Background: an optimization exercise with open tools, aiming at small area, a short achievable clock period and few clock cycles. Do not read the settings as production practice. Where RTL was checked, it was by simulation tests only, not by an equivalence proof against the original. Power figures rest on the tool's default switching activity, not on a simulated workload.

==> job 5840: inputs <==
Design lemon_xfer, start of the top module:
module lemon_xfer (
    input  wire        clk,
    input  wire        rst,
    input  wire        start,
    input  wire [31:0] cfg_in_addr,
    input  wire [31:0] cfg_out_addr,
    input  wire [15:0] cfg_in_width,
    input  wire [15:0] cfg_out_width,
    input  wire [15:0] cfg_out_height,
    input  wire [2:0]  cfg_in_fmt,
    input  wire [2:0]  cfg_out_fmt,
    input  wire [1:0]  cfg_scaling,
    input  wire        cfg_flip,
    input  wire        cfg_in_linear,
    input  wire        cfg_dont_swizzle,
    output reg         busy,
    output reg         done,
    output reg         error,
    output reg         mem_req,
    output reg         mem_we,
    output reg  [31:0] mem_addr,
    output reg  [31:0] mem_wdata,
    output reg  [3:0]  mem_be,
    input  wire        mem_ack,
    input  wire [31:0] mem_rdata
);
==> flow/config.mk <==
export PLATFORM = sky130hd
export DESIGN_NAME = lemon_xfer
export DESIGN_NICKNAME = lemon_xfer
export VERILOG_FILES = /design/flow/design.v
export SDC_FILE = /design/flow/constraint.sdc
export NUM_CORES = 4
export LEC_CHECK = 0
export CAP_MARGIN = 20
export CORE_MARGIN = 2
export CORE_UTILIZATION = 40
export SLEW_MARGIN = 20
==> flow/constraint.sdc <==
create_clock -name core_clock -period 17.5 [get_ports {clk}]
set_input_delay 3.5000 -clock core_clock [delete_from_list [all_inputs] [get_ports {clk}]]
set_output_delay 3.5000 -clock core_clock [all_outputs]
set_load 0.01 [all_outputs]
standard.sh (not shown) runs the stock make flow with config.mk's settings and CLKGATE_MAP_FILE= SYNTH_SCRIPT=/design/flow/synth_recipe.tcl, a recipe that flattens the netlist after the stock synthesis.
==> flow/flow/run.sh <==
#!/bin/bash
# Layout flow: the standard flow (standard.sh) with two changes to how the layout
# is made: ports are buffered with buf_2 cells instead of the resizer's default
# delay buffer, and the resizer's timing repair aims for more setup slack.
# The clock period and constraints are the standard flow's own (constraint.sdc).
set -euo pipefail
bash standard.sh \
  "BUFFER_PORTS_ARGS=-buffer_cell sky130_fd_sc_hd__buf_2" \
  SETUP_SLACK_MARGIN=13 \
  finish > flow_make.log 2>&1
==> inputs of job 6686, as changes to job 5840 <==
--- a/flow/design.v
+++ b/flow/design.v
@@ -66,28 +66,28 @@
     wire [2:0] ystep = vs ? 3'd2 : 3'd1;
     function [7:0] mulb(input [5:0] v, input b2, input b3);
         mulb = b2 ? {1'b0, v, 1'b0} : b3 ? ({2'b0, v} + {1'b0, v, 1'b0}) : {v, 2'b0};
     endfunction
     function [5:0] ilv(input [2:0] j);
         ilv = {j[2], 1'b0, j[1], 1'b0, j[0], 1'b0};
     endfunction
-    function [23:0] beat(input [1:0] kk, input pp, input [2:0] xl, input e1, input e2,
-                         input y1);
+    function [23:0] beat(input [1:0] kk, input pp, input [2:0] xl, input [15:0] xr,
+                         input [15:0] yr);
         reg pair, lastb, gend, growend, rowend, last, run_end, gjmp;
         reg [2:0] xc, xg;
         reg [1:0] js;
         reg [5:0] ji, dj;
         reg [7:0] st, ds;
         begin
-            pair    = bo2 & !e1;
+            pair    = bo2 & (xr != 16'd1);
             lastb   = (kk == last_k);
             gend    = dual | (pp == pair);
-            growend = pair ? e2 : e1;
+            growend = (xr == (pair ? 16'd2 : 16'd1));
             rowend  = lastb & gend & growend;
-            last    = growend & y1;
+            last    = growend & (yr == 16'd1);
             xc      = xl + {2'd0, pp};
             js      = hs ? xc[1:0] : xc[2:1];
             case ({vs, js})
                 3'b000, 3'b010: ji = 6'd2;
                 3'b001:         ji = 6'd10;
                 3'b011:         ji = 6'd42;
                 3'b100, 3'b110: ji = 6'd0;
@@ -103,37 +103,30 @@
                 2'd0, 2'd2: dj = 6'd2; 2'd1: dj = 6'd10; default: dj = 6'd42;
             endcase
             ds = (bo2 ? (pair ? 8'd4 : 8'd2) : bo3 ? 8'd3 : 8'd4)
                + (gjmp ? mulb(dj, bo2, bo3) : 8'd0);
             beat = {st, ds, (kk == 2'd0), lastb, gend, growend, pair, rowend, last & rowend, last};
         end
     endfunction
-    wire x_1 = (xrem == 16'd1), x_2 = (xrem == 16'd2), x_3 = (xrem == 16'd3), x_4 = (xrem == 16'd4);
-    wire o_1 = (ow == 16'd1), o_2 = (ow == 16'd2);
-    wire y_1 = (yrem == 16'd1), y_2 = (yrem == 16'd2);
-    wire [23:0] bc = beat(k, px, xlo, x_1, x_2, y_1);
-    wire [23:0] b0 = beat(2'd0, 1'b0, 3'd0, o_1, o_2, y_1);
+    wire [23:0] bc = beat(k, px, xlo, xrem, yrem);
+    wire [23:0] b0 = beat(2'd0, 1'b0, 3'd0, ow, yrem);
     wire c_k0 = bc[7], c_lastb = bc[6], c_gend = bc[5], c_growend = bc[4], c_pair = bc[3];
     wire [7:0] c_dstep = bc[15:8];
     wire c_glast = bc[0];
     wire [1:0]  k_n    = c_lastb ? 2'd0 : k + 2'd1;
     wire        px_n   = c_lastb ? !c_gend : px;
     wire        grp_n  = c_lastb & c_gend;
-    wire        x_gt8 = (xrem[15:4] != 12'd0) || xrem[3] && (xrem[2:0] != 3'd0);
-    wire [15:0] xrem_d = xrem - (stp ? (x_gt8 ? 16'd8 : 16'd1) : (c_pair ? 16'd2 : 16'd1));
+    wire [15:0] xrem_d = xrem - (stp ? (dtiled ? 16'd8 : 16'd1) : (c_pair ? 16'd2 : 16'd1));
     wire [15:0] xrem_n = !grp_n ? xrem : c_growend ? ow : xrem_d;
     wire [2:0]  xlo_n  = !grp_n ? xlo  : c_growend ? 3'd0 : xlo + (c_pair ? 3'd2 : 3'd1);
     wire [15:0] yrem_n = (grp_n & c_growend) ? yrem - 16'd1 : yrem;
-    wire e1_n = !grp_n ? x_1 : c_growend ? o_1 : (c_pair ? x_3 : x_2);
-    wire e2_n = !grp_n ? x_2 : c_growend ? o_2 : (c_pair ? x_4 : x_3);
-    wire y1_n = (grp_n & c_growend) ? y_2 : y_1;
-    wire [23:0] bn = beat(k_n, px_n, xlo_n, e1_n, e2_n, y1_n);
+    wire [23:0] bn = beat(k_n, px_n, xlo_n, xrem_n, yrem_n);
     wire        rdst  = mem_we | !run;
     wire [31:0] r_a   = rdst ? dbase : sbase;
-    wire [20:0] r_big = rdst ? ((dtiled | stp & x_gt8) ? {D, 3'd0} : {3'd0, D}) : (stiled ? {S, 3'd0} : {3'd0, S});
+    wire [20:0] r_big = rdst ? (dtiled ? {D, 3'd0} : {3'd0, D}) : (stiled ? {S, 3'd0} : {3'd0, S});
     wire        r_w   = rdst ? d_wrap : s_wrap;
     wire [20:0] r_x   = r_w ? r_big : {13'd0, rdst ? d_il : s_il};
     wire        r_neg = rdst & dir & !stp & !stp2;
     wire [31:0] r_b   = r_neg ? ~{11'd0, r_x} : {11'd0, r_x};
     wire [31:0] row_nx = r_a + r_b + {31'd0, r_neg};
     wire [31:0] ptr_nx = mem_addr + {24'd0, mem_we ? w_dstep : r_step};
     function [8:0] rowc(input [2:0] j, input b2, input b3, input tiled, input back);
@@ -185,15 +178,15 @@
     wire fin    = wr_ack & w_last;
     wire bad = (scal == 2'd3) || (slin && scal != 2'd0) || (ifmt > 3'd4) || (ofmt > 3'd4);
     wire [15:0] m_in  = st2 ? ow : S[15:0];
     wire        m2    = st2 ? bo2 : bi2;
     wire        m3    = st2 ? bo3 : bi3;
     wire [17:0] m_out = m2 ? {1'b0, m_in, 1'b0} : m3 ? ({2'b0, m_in} + {1'b0, m_in, 1'b0}) : {m_in, 2'b0};
     wire [2:0]  ohm1  = yrem[2:0] - 3'd1;
-    wire        pre_more = x_gt8 | !dtiled & (xrem[15:1] != 15'd0);
+    wire        pre_more = dtiled ? (xrem[15:4] != 12'd0 || xrem[3] && xrem[2:0] != 3'd0) : (xrem[15:1] != 15'd0);
     wire        empty = (ow == 16'd0) || (yrem == 16'd0);
     wire [8:0] s_rc0 = rowc(ystep, bi2, bi3, stiled, 1'b0);
     wire [8:0] s_rcn = rowc(ylo + ystep + ystep, bi2, bi3, stiled, 1'b0);
     wire [2:0] oy_n  = dir ? oylo - 3'd1 : oylo + 3'd1;
     wire [8:0] d_rcn = rowc(dir ? oy_n - 3'd1 : oy_n + 3'd1, bo2, bo3, dtiled, dir);
     wire [8:0] d_rc0 = rowc(3'd1, bo2, bo3, dtiled, 1'b0);
     wire [8:0] d_rcb = rowc(oylo - 3'd1, bo2, bo3, dtiled, 1'b1);
==> flow/flow/run.sh (replaced) <==
#!/bin/bash
# Layout flow: the standard flow (standard.sh) with two changes to how the layout
# is made: ports are buffered with buf_2 cells instead of the resizer's default
# delay buffer, and the resizer's timing repair aims for more setup slack.
# The clock period and constraints are the standard flow's own (constraint.sdc).
set -euo pipefail
bash standard.sh \
  "BUFFER_PORTS_ARGS=-buffer_cell sky130_fd_sc_hd__buf_2" \
  SETUP_SLACK_MARGIN=12.5 \
  finish > flow_make.log 2>&1
==> out/qor.yml <==
fill_cells: 7282
muxShareOfSynthArea: 0.0611
synth_common_cells: "466 x nand2_1, 388 x edfxtp_1, 283 x nor2_1"
met3WireLength_um: 8850
synth_top_cell_area_share: 0.380
crit_cells: 16
status: "complete, no violations"
worstHoldStart: "t_dstep[4]"
grt_pass1_vias: 25100
startpoint: "xrem[5]"
crit_path_frequent_cell: "or2_2"
(the above is from job 6686)
==> out/qor.yml <==
status: "complete, no violations"
multi_input_gates: 2546
crit_cells: 19
met3WireLength_um: 9830
startpoint: "xrem[9]"
synth_top_cell_area_share: 0.394
fill_cells: 7020
layout.nonclk_buf_frac: 0.0934
synth_common_cells: "451 x nand2_1, 404 x edfxtp_1, 290 x a21oi_1"
crit_path_frequent_cell: "mux2i_1"
grt_pass1_vias: 26400
(the above is from job 5840)
Testbench counts of job 6686, summed over its fixed seeds: cycles 105,671.
Only the layout flow was run in job 5840; the RTL was not checked for function there.

==> 08-03 <==
lemon_xfer, a different RTL version from the one above (not shown whole).
Settings: LEC_CHECK=0, CAP_MARGIN=20, CORE_MARGIN=2, CORE_UTILIZATION=40, PLACE_DENSITY=0.7, SLEW_MARGIN=20; clock period 17.5 ns.
==> flow/flow/run.sh <==
#!/bin/bash
# Layout flow: the standard flow (standard.sh) with two changes to how the layout
# is made: ports are buffered with buf_1 cells instead of the resizer's default
# delay buffer, and the resizer's timing repair aims for more setup slack.
# The clock period and constraints are the standard flow's own (constraint.sdc).
set -euo pipefail
bash standard.sh \
  "BUFFER_PORTS_ARGS=-buffer_cell sky130_fd_sc_hd__buf_1" \
  SETUP_SLACK_MARGIN=12.5 \
  finish > flow_make.log 2>&1
==> inputs of 05-08, as changes to 08-03 <==
Settings changed: PLACE_DENSITY 0.7 to unset.
==> comparison <==
- In utilization, 08-03 and 05-08 hardly differ.
- Total power: 05-08 is higher than 08-03 (0.57%).
- In synthesized area, 05-08 and 08-03 do not differ.
- Against 05-08, the worst hold slack of 08-03 is lower by 3.1 ps.
- In flip-flop and latch count, 05-08 and 08-03 do not differ.
- Sequential power is about the same in 05-08 and 08-03.
- Final area is about the same in 05-08 and 08-03.
- Of 08-03 and 05-08, 08-03 has the higher fmax (gap about 0.9%, measured against 05-08).
- Of 05-08 and 08-03, 05-08 has the higher clock skew (gap 7.6 ps).
==> figures <==
| quantity | 08-03 | 05-08 |
|---|---|---|
| Status | timing/DRC/antenna clean | timing/DRC/antenna clean |
| Vias in the first global route | 28,261 | 27,558 |
| WHS | 420 ps | 423 ps |
| Fraction of power consumed by the clock network | 27.0% | 26.7% |
| Gpl congestion | 0.980 | 0.966 |
| Final std cells w/o fill | 4,891 | 4,899 |
| Seq power | 1480 µW | 1490 µW |
| Met2 WL | 51,400 µm | 52,800 µm |
| P_clk | 1170 µW | 1160 µW |
| Overall power | 4320 µW | 4340 µW |
| Minimum setup slack among reg-to-reg paths | 12,660 ps | 12,710 ps |
| Met1 track demand over resource in global routing | 36.5% | 38.9% |
| Largest net degree at the start of global routing | 79 | 72 |
| Sw frac | 38.8% | 38.7% |
| LEAKAGE | 0.0139 µW | 0.0139 µW |
| Filler cell count in the final layout | 7,648 | 7,820 |
| Share of cell area taken by multi-input logic gates | 49.3% | 49.2% |
| Slew at the pin closest to its max-slew limit | 1170 ps | 1060 ps |
| Post-CTS Setup Bufs | 9 | 5 |
| Placement Setup Slack | 11,510 ps | 11,330 ps |
Testbench counts of 08-03, summed over its fixed seeds: cycles 100,726.
Testbench counts of 05-08, summed over its fixed seeds: cycles 100,726.

==> inputs of run a <==
Another version of the RTL of lemon_xfer (not shown whole).
export LEC_CHECK = 0
export CAP_MARGIN = 20
export CORE_MARGIN = 2
export CORE_UTILIZATION = 40
export SLEW_MARGIN = 20
create_clock -name core_clock -period 17.5 [get_ports {clk}]
==> flow/flow/run.sh <==
#!/bin/bash
# Layout flow: the standard flow (standard.sh) with two changes to how the layout
# is made: ports are buffered with buf_2 cells instead of the resizer's default
# delay buffer, and the resizer's timing repair aims for more setup slack.
# The clock period and constraints are the standard flow's own (constraint.sdc).
set -euo pipefail
bash standard.sh \
  "BUFFER_PORTS_ARGS=-buffer_cell sky130_fd_sc_hd__buf_2" \
  SETUP_SLACK_MARGIN=12.5 \
  finish > flow_make.log 2>&1
==> inputs of run b, as changes to run a <==
--- a/flow/design.v
+++ b/flow/design.v
@@ -40,34 +40,37 @@
     reg        px;                
     reg        rdone;             
     reg [7:0]  r_step;
     reg        r_rowend, r_last, r_swrap;
     reg [7:0]  s_il, d_il;
     reg        s_wrap, d_wrap;
     reg        rd_on, wr_on;
+    reg        pbig;              
     reg        ld;
     reg [31:0] rdat;
     reg        rv;
     reg        t_k0, t_lastb, t_px, t_gend, t_rowend, t_pair, t_last;
     reg [7:0]  t_dstep;
     reg [9:0]  acc_r, acc_g, acc_b, acc_a;
     reg        w_rowend, w_last, w_dwrap;
     reg [7:0]  w_dstep;
+    reg        hpend;
+    reg [15:0] hd;
     wire hs  = scal[0] | scal[1];
     wire vs  = scal[1];
     wire stiled = !slin;
     wire dtiled = slin ^ dswz;
     wire dir = flip;                    
     wire bi2 = ifmt[2] | ifmt[1];       
     wire bi3 = (ifmt == 3'd1);
     wire bo2 = ofmt[2] | ofmt[1];
     wire bo3 = (ofmt == 3'd1);
     wire n1  = !hs;
     wire n4  = vs;
-    wire dual = bi2 & n1 & bo2;
+    wire dual = bi2 & n1;
     wire [1:0] last_k = bi2 ? {1'b0, n4} : (n1 ? 2'd0 : n4 ? 2'd3 : 2'd1);
     wire [2:0] ystep = vs ? 3'd2 : 3'd1;
     function [7:0] mulb(input [5:0] v, input b2, input b3);
         mulb = b2 ? {1'b0, v, 1'b0} : b3 ? ({2'b0, v} + {1'b0, v, 1'b0}) : {v, 2'b0};
     endfunction
     function [5:0] ilv(input [2:0] j);
         ilv = {j[2], 1'b0, j[1], 1'b0, j[0], 1'b0};
@@ -76,15 +79,15 @@
                          input y1);
         reg pair, lastb, gend, growend, rowend, last, run_end, gjmp;
         reg [2:0] xc, xg;
         reg [1:0] js;
         reg [5:0] ji, dj;
         reg [7:0] st, ds;
         begin
-            pair    = bo2 & !e1;
+            pair    = (bo2 | dual) & !e1;
             lastb   = (kk == last_k);
             gend    = dual | (pp == pair);
             growend = pair ? e2 : e1;
             rowend  = lastb & gend & growend;
             last    = growend & y1;
             xc      = xl + {2'd0, pp};
             js      = hs ? xc[1:0] : xc[2:1];
@@ -127,47 +130,49 @@
     wire [17:0] xrem_n = !grp_n ? xrem : c_growend ? D : xrem_d;
     wire [2:0]  xlo_n  = !grp_n ? xlo  : c_growend ? 3'd0 : xlo + (c_pair ? 3'd2 : 3'd1);
     wire [15:0] yrem_n = (grp_n & c_growend) ? yrem - 16'd1 : yrem;
     wire e1_n = !grp_n ? x_1 : c_growend ? o_1 : (c_pair ? x_3 : x_2);
     wire e2_n = !grp_n ? x_2 : c_growend ? o_2 : (c_pair ? x_4 : x_3);
     wire y1_n = (grp_n & c_growend) ? y_2 : y_1;
     wire [23:0] bn = beat(k_n, px_n, xlo_n, e1_n, e2_n, y1_n);
-    wire        rdst  = wr_on | !run;
+    wire        rdst  = wr_on | !run & !st1;
     wire [31:0] r_a   = rdst ? dbase : sbase;
-    wire [20:0] r_big = rdst ? ((dtiled | stp & x_gt8) ? {D, 3'd0} : {3'd0, D}) : (stiled ? {S, 3'd0} : {3'd0, S});
+    wire [20:0] r_big = rdst ? ((dtiled | stp & pbig) ? {D, 3'd0} : {3'd0, D}) : (stiled ? {S, 3'd0} : {3'd0, S});
     wire        r_w   = rdst ? d_wrap : s_wrap;
     wire [20:0] r_x   = r_w ? r_big : {13'd0, rdst ? d_il : s_il};
     wire        r_neg = rdst & dir & !stp & !stp2;
     wire [31:0] r_b   = r_neg ? ~{11'd0, r_x} : {11'd0, r_x};
     wire [31:0] row_nx = r_a + r_b + {31'd0, r_neg};
-    wire [31:0] ptr_nx = mem_addr + {24'd0, wr_on ? w_dstep : r_step};
+    wire [7:0]  we_dstep = hpend ? {5'd0, bov} : w_dstep;
+    wire        we_rowend = w_rowend & !hpend;
+    wire [31:0] ptr_nx = mem_addr + {24'd0, wr_on ? we_dstep : r_step};
     function [8:0] rowc(input [2:0] j, input b2, input b3, input tiled, input back);
         reg [5:0] v;
         begin
             v = back ? 6'd42 - ilv(j) : ilv(j);
             rowc = {!tiled | (back ? (j == 3'd7) : (j == 3'd0)), mulb(v, b2, b3)};
         end
     endfunction
     function [31:0] dec16(input [2:0] f, input [15:0] p);
         case (f)
             3'd2:    dec16 = {p[15:11], p[15:13], p[10:5], p[10:9], p[4:0], p[4:2], 8'hFF};
             3'd3:    dec16 = {p[15:11], p[15:13], p[10:6], p[10:8], p[5:1], p[5:3], {8{p[0]}}};
             default: dec16 = {p[15:12], p[15:12], p[11:8], p[11:8], p[7:4], p[7:4], p[3:0], p[3:0]};
         endcase
     endfunction
-    wire [31:0] d_lo = dec16(ifmt, rdat[15:0]);
+    wire [31:0] d_lo = dec16(ifmt, hpend ? hd : rdat[15:0]);
     wire [31:0] d_hi = dec16(ifmt, rdat[31:16]);
     wire [31:0] d_w  = ifmt[0] ? {rdat[23:0], 8'hFF} : rdat;
     wire [31:0] s0   = bi2 ? d_lo : d_w;
     wire        two  = bi2 & !n1;
     wire [31:0] h    = two ? d_hi : 32'd0;
-    wire [9:0]  t_r = (t_k0 ? 10'd0 : acc_r) + s0[31:24] + h[31:24];
-    wire [9:0]  t_g = (t_k0 ? 10'd0 : acc_g) + s0[23:16] + h[23:16];
-    wire [9:0]  t_b = (t_k0 ? 10'd0 : acc_b) + s0[15:8]  + h[15:8];
-    wire [9:0]  t_a = (t_k0 ? 10'd0 : acc_a) + s0[7:0]   + h[7:0];
+    wire [9:0]  t_r = (t_k0 | hpend ? 10'd0 : acc_r) + s0[31:24] + h[31:24];
+    wire [9:0]  t_g = (t_k0 | hpend ? 10'd0 : acc_g) + s0[23:16] + h[23:16];
+    wire [9:0]  t_b = (t_k0 | hpend ? 10'd0 : acc_b) + s0[15:8]  + h[15:8];
+    wire [9:0]  t_a = (t_k0 | hpend ? 10'd0 : acc_a) + s0[7:0]   + h[7:0];
     wire [7:0]  cr = n1 ? t_r[7:0] : n4 ? t_r[9:2] : t_r[8:1];
     wire [7:0]  cg = n1 ? t_g[7:0] : n4 ? t_g[9:2] : t_g[8:1];
     wire [7:0]  cb = n1 ? t_b[7:0] : n4 ? t_b[9:2] : t_b[8:1];
     wire [7:0]  ca = n1 ? t_a[7:0] : n4 ? t_a[9:2] : t_a[8:1];
     function [15:0] enc16(input [2:0] f, input [31:0] c);
         case (f)
             3'd2:    enc16 = {c[31:27], c[23:18], c[15:11]};
@@ -177,20 +182,21 @@
     endfunction
     wire [31:0] cpix = {cr, cg, cb, ca};
     wire [15:0] e_lo = enc16(ofmt, cpix);
     wire [15:0] e_hi = enc16(ofmt, d_hi);
     wire [31:0] e_w  = ofmt[0] ? {8'd0, cr, cg, cb} : cpix;
     wire rd_ack = rd_on & mem_ack;
     wire wr_ack = wr_on & mem_ack;
-    wire p_go   = rv & !(t_lastb & wr_on);             
+    wire p_go   = rv & !hpend & !(t_lastb & wr_on);             
     wire p_wfin = p_go & t_lastb & t_gend;              
     wire last_rd = rdone | (rd_ack & r_last);
-    wire nx_we  = wr_on ? !mem_ack : p_wfin;
+    wire h_go   = hpend & wr_ack;                       
+    wire nx_we  = wr_on ? (!mem_ack | hpend) : p_wfin;
     wire nx_req = nx_we | (wr_on ? !rdone : !last_rd);
-    wire fin    = wr_ack & w_last;
+    wire fin    = wr_ack & w_last & !hpend;
     wire bad = (scal == 2'd3) || (slin && scal != 2'd0) || (ifmt > 3'd4) || (ofmt > 3'd4);
     wire [15:0] m_in  = st2 ? D[15:0] : S[15:0];
     wire        m2    = st2 ? bo2 : bi2;
     wire        m3    = st2 ? bo3 : bi3;
     wire [17:0] m_out = m2 ? {1'b0, m_in, 1'b0} : m3 ? ({2'b0, m_in} + {1'b0, m_in, 1'b0}) : {m_in, 2'b0};
     wire [2:0]  ohm1  = yrem[2:0] - 3'd1;
     wire        pre_more = x_gt8 | !dtiled & (xrem[17:1] != 17'd0);
@@ -275,59 +281,63 @@
         if (ld) begin
             o_0 <= (owc == 16'd0);
             o_1 <= (owc == 16'd1);
             o_2 <= (owc == 16'd2);
         end
     end
     always @(posedge clk) begin
-        if (ld)
-            sp <= cfg_in_addr;
+        if (st1)
+            sp <= row_nx;
         else if (rd_ack)
             sp <= r_rowend ? row_nx : ptr_nx;
         if (ld)
             sbase <= cfg_in_addr;
         else if (rd_ack & r_swrap)
             sbase <= row_nx;
-        if (ld)
-            dp <= cfg_out_addr;
-        else if (stp3 | wr_ack)
-            dp <= (stp3 | w_rowend) ? row_nx : ptr_nx;
+        if (st2 | stp3 | wr_ack)
+            dp <= (st2 | stp3 | we_rowend) ? row_nx : ptr_nx;
         if (ld)
             dbase <= cfg_out_addr;
-        else if (stp & pre_more | stp2 | wr_ack & w_dwrap)
+        else if (stp & pre_more | stp2 | wr_ack & w_dwrap & !hpend)
             dbase <= row_nx;
         if (st1)
-            mem_addr <= sp;
+            mem_addr <= row_nx;
         else if (wr_on ? wr_ack : (p_wfin | rd_ack))
-            mem_addr <= wr_on ? sp : p_wfin ? dp : r_rowend ? row_nx : ptr_nx;
+            mem_addr <= wr_on ? (hpend ? ptr_nx : sp) : p_wfin ? dp : r_rowend ? row_nx : ptr_nx;
     end
     always @(posedge clk) begin
         if (st1) begin
             xlo   <= 3'd0;
             ylo   <= 3'd0;
             k     <= 2'd0;
             px    <= 1'b0;
             rdone <= 1'b0;
-            {s_wrap, s_il} <= s_rc0;
         end else if (ld) begin
+            {s_wrap, s_il} <= 9'd0;
             yrem <= (cfg_scaling == 2'd2) ? {1'b0, cfg_out_height[15:1]} : cfg_out_height;
         end
         if (st2)
+            pbig <= (yrem[15:4] != 12'd0) || yrem[3] && (yrem[2:0] != 3'd0);
+        else if (stp)
+            pbig <= pbig & ((xrem[17:5] != 13'd0) || xrem[4] && (xrem[3:0] != 4'd0));    
+        if (st2)
             xrem <= flip ? {2'd0, yrem} : m_out;
         else if (stp)
             xrem <= xrem_d;
         else if (stp3)
             xrem <= D;
         else if (rd_ack)
             xrem <= xrem_n;
+        if (st2)
+            {s_wrap, s_il} <= s_rc0;
         if (go_run) begin
             r_step   <= b0[23:16];
             r_rowend <= b0[2];
             r_last   <= b0[1];
-            r_swrap  <= b0[2] & s_wrap;
+            r_swrap  <= b0[2] & (st2 ? s_rc0[8] : s_wrap);
         end else if (rd_ack) begin
             k    <= k_n;
             px   <= px_n;
             xlo  <= xlo_n;
             yrem <= yrem_n;
             r_step   <= bn[23:16];
             r_rowend <= bn[2];
@@ -366,40 +376,55 @@
                         mem_wdata[31:16] <= e_lo;
                     else
                         mem_wdata[15:0] <= e_lo;
                 end else begin
                     mem_wdata <= e_w;
                 end
             end
+        end else if (h_go) begin
+            mem_wdata <= e_w;
         end
+        if (st1)
+            hpend <= 1'b0;
+        else if (p_wfin & dual & !bo2 & t_pair)
+            hpend <= 1'b1;
+        else if (h_go)
+            hpend <= 1'b0;
+        if (p_go)
+            hd <= rdat[31:16];
         if (p_wfin) begin
             w_rowend <= t_rowend;
             w_last   <= t_last;
             w_dstep  <= t_dstep;
             mem_be   <= bo2 ? (t_pair ? 4'b1111 : 4'b0011) : bo3 ? 4'b0111 : 4'b1111;
         end
     end
     always @(posedge clk) begin
-        if (st1) begin
+        if (ld) begin
+            {d_wrap, d_il} <= 9'd0;
+        end else if (st2) begin
             oylo <= 3'd0;
-            {d_wrap, d_il} <= d_rc0;
-        end else if (st2 & flip | stp & pre_more) begin
+            if (flip)
+                d_wrap <= 1'b1;
+            else
+                {d_wrap, d_il} <= d_rc0;
+        end else if (stp & pre_more) begin
             d_wrap <= 1'b1;
         end else if (stp) begin
             d_wrap <= 1'b0;
             d_il   <= dtiled ? mulb(6'd42, bo2, bo3) : 8'd0;
         end else if (stp2) begin
             oylo   <= ohm1;
             d_wrap <= 1'b0;
             d_il   <= dtiled ? mulb(6'd42 - ilv(ohm1), bo2, bo3) : 8'd0;
         end else if (stp3) begin
             {d_wrap, d_il} <= d_rcb;
-        end else if (wr_ack & w_rowend) begin
+        end else if (wr_ack & we_rowend) begin
             oylo <= oy_n;
             {d_wrap, d_il} <= d_rcn;
         end
         if (p_wfin)
             w_dwrap <= t_rowend & d_wrap;
-        else if (wr_ack & w_rowend)
+        else if (wr_ack & we_rowend)
             w_dwrap <= 1'b0;
     end
 endmodule
==> flow/flow/run.sh (replaced) <==
#!/bin/bash
# Layout flow: the standard flow (standard.sh) with two changes to how the layout
# is made: ports are buffered with buf_1 cells instead of the resizer's default
# delay buffer, and the resizer's timing repair aims for more setup slack.
# The clock period and constraints are the standard flow's own (constraint.sdc).
set -euo pipefail
bash standard.sh \
  "BUFFER_PORTS_ARGS=-buffer_cell sky130_fd_sc_hd__buf_1" \
  SETUP_SLACK_MARGIN=12.5 \
  finish > flow_make.log 2>&1
- CTS_CLUSTER_DIAMETER: not set -> 100
- CTS_CLUSTER_SIZE: not set -> 30
- GPL_ROUTABILITY_DRIVEN: not set -> 0
==> inputs of run c, as changes to run a <==
--- a/flow/design.v
+++ b/flow/design.v
@@ -40,34 +40,37 @@
     reg        px;                
     reg        rdone;             
     reg [7:0]  r_step;
     reg        r_rowend, r_last, r_swrap;
     reg [7:0]  s_il, d_il;
     reg        s_wrap, d_wrap;
     reg        rd_on, wr_on;
+    reg        pbig;              
     reg        ld;
     reg [31:0] rdat;
     reg        rv;
     reg        t_k0, t_lastb, t_px, t_gend, t_rowend, t_pair, t_last;
     reg [7:0]  t_dstep;
     reg [9:0]  acc_r, acc_g, acc_b, acc_a;
     reg        w_rowend, w_last, w_dwrap;
     reg [7:0]  w_dstep;
+    reg        hpend;
+    reg [15:0] hd;
     wire hs  = scal[0] | scal[1];
     wire vs  = scal[1];
     wire stiled = !slin;
     wire dtiled = slin ^ dswz;
     wire dir = flip;                    
     wire bi2 = ifmt[2] | ifmt[1];       
     wire bi3 = (ifmt == 3'd1);
     wire bo2 = ofmt[2] | ofmt[1];
     wire bo3 = (ofmt == 3'd1);
     wire n1  = !hs;
     wire n4  = vs;
-    wire dual = bi2 & n1 & bo2;
+    wire dual = bi2 & n1;
     wire [1:0] last_k = bi2 ? {1'b0, n4} : (n1 ? 2'd0 : n4 ? 2'd3 : 2'd1);
     wire [2:0] ystep = vs ? 3'd2 : 3'd1;
     function [7:0] mulb(input [5:0] v, input b2, input b3);
         mulb = b2 ? {1'b0, v, 1'b0} : b3 ? ({2'b0, v} + {1'b0, v, 1'b0}) : {v, 2'b0};
     endfunction
     function [5:0] ilv(input [2:0] j);
         ilv = {j[2], 1'b0, j[1], 1'b0, j[0], 1'b0};
@@ -76,15 +79,15 @@
                          input y1);
         reg pair, lastb, gend, growend, rowend, last, run_end, gjmp;
         reg [2:0] xc, xg;
         reg [1:0] js;
         reg [5:0] ji, dj;
         reg [7:0] st, ds;
         begin
-            pair    = bo2 & !e1;
+            pair    = (bo2 | dual) & !e1;
             lastb   = (kk == last_k);
             gend    = dual | (pp == pair);
             growend = pair ? e2 : e1;
             rowend  = lastb & gend & growend;
             last    = growend & y1;
             xc      = xl + {2'd0, pp};
             js      = hs ? xc[1:0] : xc[2:1];
@@ -129,45 +132,47 @@
     wire [15:0] yrem_n = (grp_n & c_growend) ? yrem - 16'd1 : yrem;
     wire e1_n = !grp_n ? x_1 : c_growend ? o_1 : (c_pair ? x_3 : x_2);
     wire e2_n = !grp_n ? x_2 : c_growend ? o_2 : (c_pair ? x_4 : x_3);
     wire y1_n = (grp_n & c_growend) ? y_2 : y_1;
     wire [23:0] bn = beat(k_n, px_n, xlo_n, e1_n, e2_n, y1_n);
     wire        rdst  = wr_on | !run;
     wire [31:0] r_a   = rdst ? dbase : sbase;
-    wire [20:0] r_big = rdst ? ((dtiled | stp & x_gt8) ? {D, 3'd0} : {3'd0, D}) : (stiled ? {S, 3'd0} : {3'd0, S});
+    wire [20:0] r_big = rdst ? ((dtiled | stp & pbig) ? {D, 3'd0} : {3'd0, D}) : (stiled ? {S, 3'd0} : {3'd0, S});
     wire        r_w   = rdst ? d_wrap : s_wrap;
     wire [20:0] r_x   = r_w ? r_big : {13'd0, rdst ? d_il : s_il};
     wire        r_neg = rdst & dir & !stp & !stp2;
     wire [31:0] r_b   = r_neg ? ~{11'd0, r_x} : {11'd0, r_x};
     wire [31:0] row_nx = r_a + r_b + {31'd0, r_neg};
-    wire [31:0] ptr_nx = mem_addr + {24'd0, wr_on ? w_dstep : r_step};
+    wire [7:0]  we_dstep = hpend ? {5'd0, bov} : w_dstep;
+    wire        we_rowend = w_rowend & !hpend;
+    wire [31:0] ptr_nx = mem_addr + {24'd0, wr_on ? we_dstep : r_step};
     function [8:0] rowc(input [2:0] j, input b2, input b3, input tiled, input back);
         reg [5:0] v;
         begin
             v = back ? 6'd42 - ilv(j) : ilv(j);
             rowc = {!tiled | (back ? (j == 3'd7) : (j == 3'd0)), mulb(v, b2, b3)};
         end
     endfunction
     function [31:0] dec16(input [2:0] f, input [15:0] p);
         case (f)
             3'd2:    dec16 = {p[15:11], p[15:13], p[10:5], p[10:9], p[4:0], p[4:2], 8'hFF};
             3'd3:    dec16 = {p[15:11], p[15:13], p[10:6], p[10:8], p[5:1], p[5:3], {8{p[0]}}};
             default: dec16 = {p[15:12], p[15:12], p[11:8], p[11:8], p[7:4], p[7:4], p[3:0], p[3:0]};
         endcase
     endfunction
-    wire [31:0] d_lo = dec16(ifmt, rdat[15:0]);
+    wire [31:0] d_lo = dec16(ifmt, hpend ? hd : rdat[15:0]);
     wire [31:0] d_hi = dec16(ifmt, rdat[31:16]);
     wire [31:0] d_w  = ifmt[0] ? {rdat[23:0], 8'hFF} : rdat;
     wire [31:0] s0   = bi2 ? d_lo : d_w;
     wire        two  = bi2 & !n1;
     wire [31:0] h    = two ? d_hi : 32'd0;
-    wire [9:0]  t_r = (t_k0 ? 10'd0 : acc_r) + s0[31:24] + h[31:24];
-    wire [9:0]  t_g = (t_k0 ? 10'd0 : acc_g) + s0[23:16] + h[23:16];
-    wire [9:0]  t_b = (t_k0 ? 10'd0 : acc_b) + s0[15:8]  + h[15:8];
-    wire [9:0]  t_a = (t_k0 ? 10'd0 : acc_a) + s0[7:0]   + h[7:0];
+    wire [9:0]  t_r = (t_k0 | hpend ? 10'd0 : acc_r) + s0[31:24] + h[31:24];
+    wire [9:0]  t_g = (t_k0 | hpend ? 10'd0 : acc_g) + s0[23:16] + h[23:16];
+    wire [9:0]  t_b = (t_k0 | hpend ? 10'd0 : acc_b) + s0[15:8]  + h[15:8];
+    wire [9:0]  t_a = (t_k0 | hpend ? 10'd0 : acc_a) + s0[7:0]   + h[7:0];
     wire [7:0]  cr = n1 ? t_r[7:0] : n4 ? t_r[9:2] : t_r[8:1];
     wire [7:0]  cg = n1 ? t_g[7:0] : n4 ? t_g[9:2] : t_g[8:1];
     wire [7:0]  cb = n1 ? t_b[7:0] : n4 ? t_b[9:2] : t_b[8:1];
     wire [7:0]  ca = n1 ? t_a[7:0] : n4 ? t_a[9:2] : t_a[8:1];
     function [15:0] enc16(input [2:0] f, input [31:0] c);
         case (f)
             3'd2:    enc16 = {c[31:27], c[23:18], c[15:11]};
@@ -177,20 +182,21 @@
     endfunction
     wire [31:0] cpix = {cr, cg, cb, ca};
     wire [15:0] e_lo = enc16(ofmt, cpix);
     wire [15:0] e_hi = enc16(ofmt, d_hi);
     wire [31:0] e_w  = ofmt[0] ? {8'd0, cr, cg, cb} : cpix;
     wire rd_ack = rd_on & mem_ack;
     wire wr_ack = wr_on & mem_ack;
-    wire p_go   = rv & !(t_lastb & wr_on);             
+    wire p_go   = rv & !hpend & !(t_lastb & wr_on);             
     wire p_wfin = p_go & t_lastb & t_gend;              
     wire last_rd = rdone | (rd_ack & r_last);
-    wire nx_we  = wr_on ? !mem_ack : p_wfin;
+    wire h_go   = hpend & wr_ack;                       
+    wire nx_we  = wr_on ? (!mem_ack | hpend) : p_wfin;
     wire nx_req = nx_we | (wr_on ? !rdone : !last_rd);
-    wire fin    = wr_ack & w_last;
+    wire fin    = wr_ack & w_last & !hpend;
     wire bad = (scal == 2'd3) || (slin && scal != 2'd0) || (ifmt > 3'd4) || (ofmt > 3'd4);
     wire [15:0] m_in  = st2 ? D[15:0] : S[15:0];
     wire        m2    = st2 ? bo2 : bi2;
     wire        m3    = st2 ? bo3 : bi3;
     wire [17:0] m_out = m2 ? {1'b0, m_in, 1'b0} : m3 ? ({2'b0, m_in} + {1'b0, m_in, 1'b0}) : {m_in, 2'b0};
     wire [2:0]  ohm1  = yrem[2:0] - 3'd1;
     wire        pre_more = x_gt8 | !dtiled & (xrem[17:1] != 17'd0);
@@ -286,36 +292,40 @@
         if (ld)
             sbase <= cfg_in_addr;
         else if (rd_ack & r_swrap)
             sbase <= row_nx;
         if (ld)
             dp <= cfg_out_addr;
         else if (stp3 | wr_ack)
-            dp <= (stp3 | w_rowend) ? row_nx : ptr_nx;
+            dp <= (stp3 | we_rowend) ? row_nx : ptr_nx;
         if (ld)
             dbase <= cfg_out_addr;
-        else if (stp & pre_more | stp2 | wr_ack & w_dwrap)
+        else if (stp & pre_more | stp2 | wr_ack & w_dwrap & !hpend)
             dbase <= row_nx;
         if (st1)
             mem_addr <= sp;
         else if (wr_on ? wr_ack : (p_wfin | rd_ack))
-            mem_addr <= wr_on ? sp : p_wfin ? dp : r_rowend ? row_nx : ptr_nx;
+            mem_addr <= wr_on ? (hpend ? ptr_nx : sp) : p_wfin ? dp : r_rowend ? row_nx : ptr_nx;
     end
     always @(posedge clk) begin
         if (st1) begin
             xlo   <= 3'd0;
             ylo   <= 3'd0;
             k     <= 2'd0;
             px    <= 1'b0;
             rdone <= 1'b0;
             {s_wrap, s_il} <= s_rc0;
         end else if (ld) begin
             yrem <= (cfg_scaling == 2'd2) ? {1'b0, cfg_out_height[15:1]} : cfg_out_height;
         end
         if (st2)
+            pbig <= (yrem[15:4] != 12'd0) || yrem[3] && (yrem[2:0] != 3'd0);
+        else if (stp)
+            pbig <= (xrem_d[17:4] != 14'd0) || xrem_d[3] && (xrem_d[2:0] != 3'd0);
+        if (st2)
             xrem <= flip ? {2'd0, yrem} : m_out;
         else if (stp)
             xrem <= xrem_d;
         else if (stp3)
             xrem <= D;
         else if (rd_ack)
             xrem <= xrem_n;
@@ -366,15 +376,25 @@
                         mem_wdata[31:16] <= e_lo;
                     else
                         mem_wdata[15:0] <= e_lo;
                 end else begin
                     mem_wdata <= e_w;
                 end
             end
+        end else if (h_go) begin
+            mem_wdata <= e_w;
         end
+        if (st1)
+            hpend <= 1'b0;
+        else if (p_wfin & dual & !bo2 & t_pair)
+            hpend <= 1'b1;
+        else if (h_go)
+            hpend <= 1'b0;
+        if (p_go)
+            hd <= rdat[31:16];
         if (p_wfin) begin
             w_rowend <= t_rowend;
             w_last   <= t_last;
             w_dstep  <= t_dstep;
             mem_be   <= bo2 ? (t_pair ? 4'b1111 : 4'b0011) : bo3 ? 4'b0111 : 4'b1111;
         end
     end
@@ -389,17 +409,17 @@
             d_il   <= dtiled ? mulb(6'd42, bo2, bo3) : 8'd0;
         end else if (stp2) begin
             oylo   <= ohm1;
             d_wrap <= 1'b0;
             d_il   <= dtiled ? mulb(6'd42 - ilv(ohm1), bo2, bo3) : 8'd0;
         end else if (stp3) begin
             {d_wrap, d_il} <= d_rcb;
-        end else if (wr_ack & w_rowend) begin
+        end else if (wr_ack & we_rowend) begin
             oylo <= oy_n;
             {d_wrap, d_il} <= d_rcn;
         end
         if (p_wfin)
             w_dwrap <= t_rowend & d_wrap;
-        else if (wr_ack & w_rowend)
+        else if (wr_ack & we_rowend)
             w_dwrap <= 1'b0;
     end
 endmodule
- TNS_END_PERCENT: not set -> 5
==> impl_metrics.yaml <==
status:
  status: "timing/DRC/antenna clean"
cells_and_area:
  final_area_sq_um: 36400
  fill_cells: 7636
synthesis:
  syn_area_sq_um: 31900
  synth_cell_type_count: 100
sta:
  max_freq_mhz: 201
  hold_slack_ns: 0.383
worst_setup_path:
  critPathMaxFanout: 21
  crit_buf_inv: 2
pwr:
  power.total_w: 0.00451
  netSwitchingPower_w: 0.00179
floorplanning:
  core_sq_um: 79000
global_route:
  grt_pass1_vias: 26940
the above is filed under run c

==> impl_metrics.yaml <==
status:
  status: "timing/DRC/antenna clean"
sta:
  max_freq_mhz: 184
  rsz0062_at_grt: "true"
  hold_slack_ns: 0.425
pwr:
  netSwitchingPower_w: 0.00170
  power.total_w: 0.00443
floorplanning:
  core_sq_um: 75600
worst_setup_path:
  crit_buf_inv: 4
  worstSetupEndpointType: "flop"
  critPathMaxFanout: 4
global_route:
  gr-usage-met3_pct: 3.72
drt:
  drt-pass1-iter-count: 5
synthesis:
  synth_cell_type_count: 85
cells_and_area:
  final_area_sq_um: 36100
clock_network:
  clock_path_buffers: 3
the above is filed under run a

==> impl_metrics.yaml <==
status:
  status: "timing/DRC/antenna clean"
cells_and_area:
  clkbuf_count: 34
  final_area_sq_um: 35700
  seq_area_sq_um: 13100
  instances_no_fill: 4688
  sh_seq_area_pct: 36.6
  largest_cell_class: "multi-input combinational cells"
pwr:
  netSwitchingPower_w: 0.00150
drt:
  met3_length_um: 7870
worst_setup_path:
  reg2reg_from: "wr_on$_SDFFE_PP0P_"
sta:
  max_freq_mhz: 205
synthesis:
  yosysSeqAreaShare_pct: 41.2
  yosys.area_share.xor_xnor_pct: 4.01
  synth_cell_type_count: 107
  syn_area_sq_um: 31700
floorplanning:
  core_sq_um: 78600
the above is filed under run b

Testbench counts of run b, summed over its fixed seeds: cycles 100,726.
Testbench counts of run c, summed over its fixed seeds: cycles 100,726.
The RTL of run a was laid out without a check of its function.

## static timing again, ports no longer ideal
How much do the figures lean on ideal ports? The routed layouts below were timed once more, with nothing changed but the port constraints.
Step 1 assumes that a clkbuf_16 drives the clock port and a buf_2 every other input.
Step 2, shift: input delay + t, output delay - t, t = (earliest + latest rising clock arrival at the registers) / 2. This alone moves slack from input paths to output paths.
Three values: ideal, step 1, step 2; two values: the first two.
run	shift t [ns]	slack for setup (ns)	worst setup path at the end	clock arrival spread, ns	worst slew at a driven data input, ns
job 5840	0.676	12.326 / 12.326 / 12.326	register to register	0.036 / 0.036	0.13
job 6686	0.673	12.580 / 12.580 / 11.962	input to register	0.017 / 0.016	0.11
08-03	0.692	12.612 / 12.542 / 11.992	input to register	0.034 / 0.035	0.11
05-08	0.677	12.570 / 12.509 / 11.970	input to register	0.042 / 0.042	0.14
run a	0.671	12.071 / 12.071 / 11.992	input to register	0.037 / 0.036	0.13
run b	0.682	12.615 / 12.584 / 11.994	input to register	0.021 / 0.020	0.11
run c	0.699	12.533 / 12.523 / 11.824	input to register	0.056 / 0.056	0.11
After both steps every run listed still meets setup and hold. The setup slack of run c, which loses most, moves by -0.010 ns with the drivers and by -0.709 ns with both steps.
